This is an optimization exercise on Yosys and OpenROAD, whose aim is small area, a short achievable clock period and few clock cycles per item, not a production implementation.
RTL that was checked went through simulation tests only; none was proved equivalent to the original.
No activity file was given, so power comes from the tool's default toggle rates.

Design rvl_core, start of the top module:
module rvl_core (
    input  wire        clk,
    input  wire        rst,
    input  wire        cmd_valid,
    input  wire [67:0] cmd_word,
    input  wire        enc_in_valid,
    input  wire [15:0] enc_in_data,
    output wire        enc_in_ready,
    output wire        enc_out_valid,
    output wire [7:0]  enc_out_data,
    input  wire        enc_out_ready,
    input  wire        dec_in_valid,
    input  wire [7:0]  dec_in_data,
    output wire        dec_in_ready,
    output wire        dec_out_valid,
    output wire [15:0] dec_out_data,
    input  wire        dec_out_ready,
    input  wire [3:0]  sts_sel,
    output reg  [35:0] sts_data
);
Size in the first run: roughly 3800 cells after synthesis, about 490 flip-flops, about 170 I/O pins, about 31000 um2 of cells after synthesis.
clock: 7.0 ns
lec_check: 0
abc_clock_period_in_ps: 5000
cap_margin: 20
core_margin: 2
core_utilization: 40
cts_cluster_diameter: 100
cts_cluster_size: 40
setup_slack_margin: 2.8
slew_margin: 20
run.sh (not shown) runs the stock make flow with config.mk's settings and CLKGATE_MAP_FILE= SYNTH_SCRIPT=/design/flow/synth_recipe.tcl, a recipe that flattens the netlist after the stock synthesis.
Testbench counts at the start, summed over its fixed seeds: cycles 10,960, items 18,582.
Next try:
Settings changed: ABC_CLOCK_PERIOD_IN_PS 5000 to 3500, CTS_CLUSTER_DIAMETER 100 to unset, CTS_CLUSTER_SIZE 40 to unset, SETUP_SLACK_MARGIN 2.8 to 3.2.
Result:
- worst hold slack is worse by 30 ps
- total power came out higher by 17%
- global-route usage grows by 0.51 points
- design area went up by 7.7%
- via count went up by 3.6%
- core utilization grows by 3.6 points
- routed wire length grows by 3.5%
- combinational power rises by 12%
- critical path depth is unchanged
- count of clock-buffer cells in the layout climbs by 62
- final cell count climbs by 3.2%
Next try:
Settings changed: ABC_CLOCK_PERIOD_IN_PS 3500 to unset, SETUP_SLACK_MARGIN 3.2 to 2.6.
Count of clock-buffer cells in the layout is lower by 12.
Worst setup slack loses 310 ps.
Synthesized area is unchanged.
Wire length is lower by a few percent.
Hold slack gains 34 ps.
Synthesized cell count stays the same.
Fmax is lower by a few percent.
Final area is lower by a few percent.
Sequential share of layout area is higher by 2.0 points.
Non-clock buffer count is lower by 145.

---

Another version of the RTL of rvl_core (not shown whole).
Size: ~4000 cells after synthesis, roughly 450 flip-flops, about 170 I/O pins.
// rvl_core
module rvl_core (
    input  wire        clk,
    input  wire        rst,
    input  wire        cmd_valid,
    input  wire [67:0] cmd_word,
    input  wire        enc_in_valid,
    input  wire [15:0] enc_in_data,
    output wire        enc_in_ready,
    output wire        enc_out_valid,
    output wire [7:0]  enc_out_data,
    input  wire        enc_out_ready,
    input  wire        dec_in_valid,
    input  wire [7:0]  dec_in_data,
    output wire        dec_in_ready,
    output wire        dec_out_valid,
    output wire [15:0] dec_out_data,
    input  wire        dec_out_ready,
    input  wire [3:0]  sts_sel,
    output reg  [35:0] sts_data
);
    localparam [1:0] OP_ENC_START = 2'b00, OP_DEC_START = 2'b01;
    localparam [1:0] CE_OK = 2'd0, CE_RESERVED_OP = 2'd1, CE_BUSY = 2'd2;
    wire [1:0]  cmd_op    = cmd_word[67:66];
    wire [31:0] cmd_count = cmd_word[65:34];
    wire [33:0] cmd_len   = cmd_word[33:0];
    wire enc_busy, dec_busy;
    wire enc_start = cmd_valid && (cmd_op == OP_ENC_START) && !enc_busy;
    wire dec_start = cmd_valid && (cmd_op == OP_DEC_START) && !dec_busy;
    reg [1:0] cmd_err;
    always @(posedge clk) begin
        if (rst)
            cmd_err <= CE_OK;
        else if (cmd_valid) begin
            case (cmd_op)
  ...
Settings: LEC_CHECK=0, CAP_MARGIN=20, CORE_MARGIN=2, CORE_UTILIZATION=40, SLEW_MARGIN=20; clock period 7.0 ns.
Next try:
--- a/flow/config.mk
+++ b/flow/config.mk
@@ -10,0 +11 @@
+export SETUP_SLACK_MARGIN = 3.0
The new run passed the timing, design-rule and antenna checks; via count goes up by 5.8%; setup slack is better by 0.80 ns; global-route usage goes up by 2.0 points.
Next try:
--- a/flow/config.mk
+++ b/flow/config.mk
@@ -7,0 +8 @@
+export ABC_CLOCK_PERIOD_IN_PS = 3500
@@ -11 +12 @@
-export SETUP_SLACK_MARGIN = 3.0
+export SETUP_SLACK_MARGIN = 3.2
Effect:
- The changed run completed without violations
- global-route usage decreases by 0.32 points
- wire length decreases by about 0.6%
- final area decreases by 0.45%
- critical path depth increases by 3
No functional check of the RTL was part of any run of this note.

---

## build 49
rvl_core, a different RTL version from the one above (not shown whole).
Size: ~3600 cells after synthesis, ~480 flip-flops, roughly 170 I/O pins, ~30000 sq um of cells after synthesis.
Settings: LEC_CHECK=0, ABC_CLOCK_PERIOD_IN_PS=5000, CAP_MARGIN=20, CORE_MARGIN=2, CORE_UTILIZATION=40, CTS_CLUSTER_DIAMETER=60, CTS_CLUSTER_SIZE=30, SETUP_SLACK_MARGIN=2.8, SLEW_MARGIN=20; clock period 7.0 ns.
In summary, build 49 completed successfully, with a layout that passed the timing, design-rule and antenna checks.
Testbench counts of build 49, summed over its fixed seeds: cycles 10,960, items 18,582.
Edits applied to the flow inputs when going from build 49 to build 72:
diff --git a/flow/config.mk b/flow/config.mk
--- a/flow/config.mk
+++ b/flow/config.mk
@@ -12,2 +11,0 @@
-export CTS_CLUSTER_DIAMETER = 60
-export CTS_CLUSTER_SIZE = 30
@@ -15,0 +14 @@
+export TNS_END_PERCENT = 20
==> comparison <==
met1 usage came out higher on build 72 than on build 49. Build 49 reports its kind of critical path as in2out while build 72 reports reg2out. The standard cells in build 72 occupy more silicon area than those in build 49 do. Of the two values seen for power group with the highest consumption, registers was produced by build 49 and combinational logic by build 72. Build 72 ended up with a lower setup slack after layout than build 49 did. Going from build 49 to build 72, the relative contribution of sequential cells to total power was found to have gone down by 1.1 points.
For build 86, these inputs were changed with respect to build 72:
diff --git a/flow/config.mk b/flow/config.mk
--- a/flow/config.mk
+++ b/flow/config.mk
@@ -12 +12 @@
-export SETUP_SLACK_MARGIN = 2.8
+export SETUP_SLACK_MARGIN = 2.95
@@ -14 +13,0 @@
-export TNS_END_PERCENT = 20
==> run notes <==
As far as share of the final layout cell area in multi-input gates is concerned, build 86 and build 72 perform about the same. Delta (build 86 minus build 72): clock-buffer cell count decreased by about 9% relative to the old numbers; utilization rose by 1.5 points.
Setup changes, build 86 to build 82
diff --git a/flow/config.mk b/flow/config.mk
--- a/flow/config.mk
+++ b/flow/config.mk
@@ -12 +12 @@
-export SETUP_SLACK_MARGIN = 2.95
+export SETUP_SLACK_MARGIN = 2.8
Notes after the runs:
- Build 82: full flow OK, the timing, design-rule and antenna checks passed
- Summary of build 82 over build 86: total power shows a reduction of about 3%; utilization after layout shows a reduction of 1.5 points; sequential share of layout area shows an increase of 0.85 points.
- Re number of clock buffers in the layout: build 86 was lower than build 82.
- Cmp build 82 vs build 86: combinational power share lower in build 82
- Global routing usage summed across all routing layers ends up higher on build 86.
- Clock network contribution to total cell area: build 86 vs build 82, no meaningful difference

---

## v6
RTL: one of the versions met above, not the one the previous note started from.
For scale: about 3800 cells after synthesis, ~490 flip-flops, about 170 I/O pins, about 31000 µm² of cells after synthesis.
export LEC_CHECK = 0
export ABC_CLOCK_PERIOD_IN_PS = 5000
export CAP_MARGIN = 20
export CORE_MARGIN = 2
export CORE_UTILIZATION = 40
export SETUP_SLACK_MARGIN = 3.0
export SLEW_MARGIN = 20
create_clock -name core_clock -period 7.0 [get_ports {clk}]
Testbench counts of v6, summed over its fixed seeds: cycles 10,960, items 18,582.
The following lists how v7 was set up differently from v6:
Settings: SETUP_SLACK_MARGIN: 3.0 -> 2.8.
### Flow results
v7: done, clean on timing, DRC and antenna
Both conditions hold for v6: the flow ran to the end and the final layout passed the timing, design-rule and antenna checks.
Per the comparison of v7 with v6, worst setup margin went down 14 ps; via count went down about 3%; tightest slew margin relative to the limit went up 18 points; number of instances resized during post-cts repair went down 121; summed area of non-filler cells in the final layout went down 1300 µm².

---

== the previous run ==
rvl_core again, from the RTL that the note above started with.
clock: 7.0 ns
lec_check: 0
abc_clock_period_in_ps: 5000
cap_margin: 20
core_margin: 2
core_utilization: 40
gpl_routability_driven: 0
gpl_timing_driven: 0
setup_slack_margin: 2.8
slew_margin: 20
Testbench counts of the previous run, summed over its fixed seeds: cycles 10,960, items 18,582.
### the previous run -> the current run
# the previous run
export LEC_CHECK = 0
export ABC_CLOCK_PERIOD_IN_PS = 5000
export CAP_MARGIN = 20
export CORE_MARGIN = 2
export CORE_UTILIZATION = 40
export GPL_ROUTABILITY_DRIVEN = 0
export GPL_TIMING_DRIVEN = 0
export SETUP_SLACK_MARGIN = 2.8
export SLEW_MARGIN = 20
create_clock -name core_clock -period 7.0 [get_ports {clk}]
# the current run
export LEC_CHECK = 0
export ABC_CLOCK_PERIOD_IN_PS = 9000
export CAP_MARGIN = 20
export CORE_MARGIN = 2
export CORE_UTILIZATION = 40
export SETUP_SLACK_MARGIN = 2.8
export SLEW_MARGIN = 20
create_clock -name core_clock -period 7.0 [get_ports {clk}]
--- outcome ---
Against the previous run, the current run comes in 1.5 points higher on multi-input gate share of total cell area. Measured against each other, the previous run and the current run differ in critical path depth, the lower figure coming from the current run. Where internal power consumption is concerned, the previous run is outperformed by the current run. From the previous run to the current run the numbers moved as follows: global-route usage went down 2.1 points, number of buffer and inverter instances along the worst setup path decreased by 3 relative to the old numbers, area added between synthesis and finish dropped 6.1 points. The ratio of total power to cell area on the current run is in line with that on the previous run. Between the previous run and the current run, the average vias per placed instance figures differ only marginally.

---

Starting RTL as in the previous note.
Settings: LEC_CHECK=0, ABC_CLOCK_PERIOD_IN_PS=5000, CAP_MARGIN=20, CORE_MARGIN=2, CORE_UTILIZATION=40, CTS_BUF_LIST=sky130_fd_sc_hd__clkbuf_8, SETUP_SLACK_MARGIN=2.8, SLEW_MARGIN=20; clock period 7.0 ns.
Testbench counts at the start, summed over its fixed seeds: cycles 10,960, items 18,582.
Rerun with:
ABC_CLOCK_PERIOD_IN_PS = default   (was 5000)
CTS_BUF_LIST = default   (was sky130_fd_sc_hd__clkbuf_8)
What happened: Via count fell by 1.5%. Flip-flop and latch count stays the same. Sequential power barely changes. Non-clock buffer count fell by 27. Worst setup slack improves by 0.0067 ns. Routed wire length fell by 1.2%. Worst hold slack degrades by 0.0056 ns.
Rerun with:
ABC_CLOCK_PERIOD_IN_PS = 5000   (was default)
CORE_UTILIZATION = 60   (was 40)
After rerunning:
- The new run finished clean
- non-clock buffer count climbs by 10
- design area drops by 1.3%
- worst setup slack got worse by 0.062 ns
- synthesized cell count stays the same
- die area drops by about 33%
- worst hold slack got worse by 0.011 ns
- combinational power climbs by about 3%
- critical path depth stays the same
- wire length climbs by 5.9%
- sequential power barely changes
Rerun with:
ABC_AREA = 1   (was default)
ABC_CLOCK_PERIOD_IN_PS = default   (was 5000)
CORE_UTILIZATION = 40   (was 60)
SETUP_SLACK_MARGIN = 3.2   (was 2.8)
What happened: Utilization is lower by 21 points. Worst hold slack degrades by 0.0037 ns. Clock skew grows by 0.0032 ns. Routed wire length increases by 24%. Maximum frequency climbs by 1.8%. Final cell count climbs by 42%. Final area is higher by 18%.

-- afterwards: timing with drivers on the ports --
The flow's constraints put no driver on any port. The routed layouts listed below were extracted and timed again, unchanged, in two steps. Step 1: set_driving_cell puts a clkbuf_16 on clk and a buf_2 on each other input, an assumption about the parent block. Step 2 also shifts input and output timing later by t, the mid clock arrival at the registers, as if the neighbouring blocks saw the same clock. a / b / c = ideal / step 1 / step 2; a / b = the first two.
run	shift t [ns]	setup slack, ns	hold slack, ns	worst setup path after step 2	clock arrival spread, ns
the first run of note 1	0.702	2.728 / 2.666 / 2.270	0.486 / 0.486 / 0.486	input to register	0.053 / 0.053
the second run of note 1	0.691	2.797 / 2.733 / 2.503	0.456 / 0.456 / 0.456	input to register	0.052 / 0.052
the third run of note 1	0.692	2.483 / 2.444 / 2.157	0.490 / 0.490 / 0.490	input to register	0.039 / 0.038
the first run of note 2	0.697	0.503 / 0.503 / 0.503	0.482 / 0.482 / 0.482	register to register	0.021 / 0.021
the second run of note 2	0.705	1.304 / 1.304 / 1.304	0.495 / 0.495 / 0.495	register to register	0.037 / 0.037
the third run of note 2	0.700	1.334 / 1.334 / 1.334	0.486 / 0.486 / 0.486	register to register	0.032 / 0.032
build 49	0.683	2.684 / 2.567 / 2.300	0.496 / 0.496 / 0.496	input to register	0.026 / 0.026
build 72	0.704	2.494 / 2.411 / 2.198	0.493 / 0.493 / 0.493	input to register	0.062 / 0.062
build 86	0.702	2.697 / 2.641 / 2.439	0.494 / 0.494 / 0.494	input to register	0.021 / 0.021
build 82	0.680	2.817 / 2.649 / 2.282	0.497 / 0.497 / 0.497	input to register	0.047 / 0.047
v6	0.695	2.778 / 2.722 / 2.402	0.470 / 0.470 / 0.470	input to register	0.045 / 0.045
v7	0.687	2.764 / 2.701 / 2.276	0.471 / 0.471 / 0.471	input to register	0.042 / 0.042
the previous run	0.701	2.592 / 2.537 / 2.193	0.471 / 0.471 / 0.471	input to register	0.065 / 0.065
the current run	0.687	2.764 / 2.701 / 2.276	0.471 / 0.471 / 0.471	input to register	0.042 / 0.042
the first run of note 6	0.744	2.757 / 2.641 / 2.234	0.477 / 0.477 / 0.477	input to register	0.077 / 0.077
the second run of note 6	0.687	2.764 / 2.701 / 2.276	0.471 / 0.471 / 0.471	input to register	0.042 / 0.042
the third run of note 6	0.692	2.701 / 2.595 / 2.204	0.460 / 0.460 / 0.460	input to register	0.023 / 0.022
the fourth run of note 6	0.716	2.778 / 2.718 / 2.674	0.456 / 0.456 / 0.456	input to register	0.027 / 0.027
After both steps setup and hold are still met in every run listed. For build 82, which loses most, drivers alone change the setup slack by -0.168 ns; drivers and shift together by -0.535 ns.
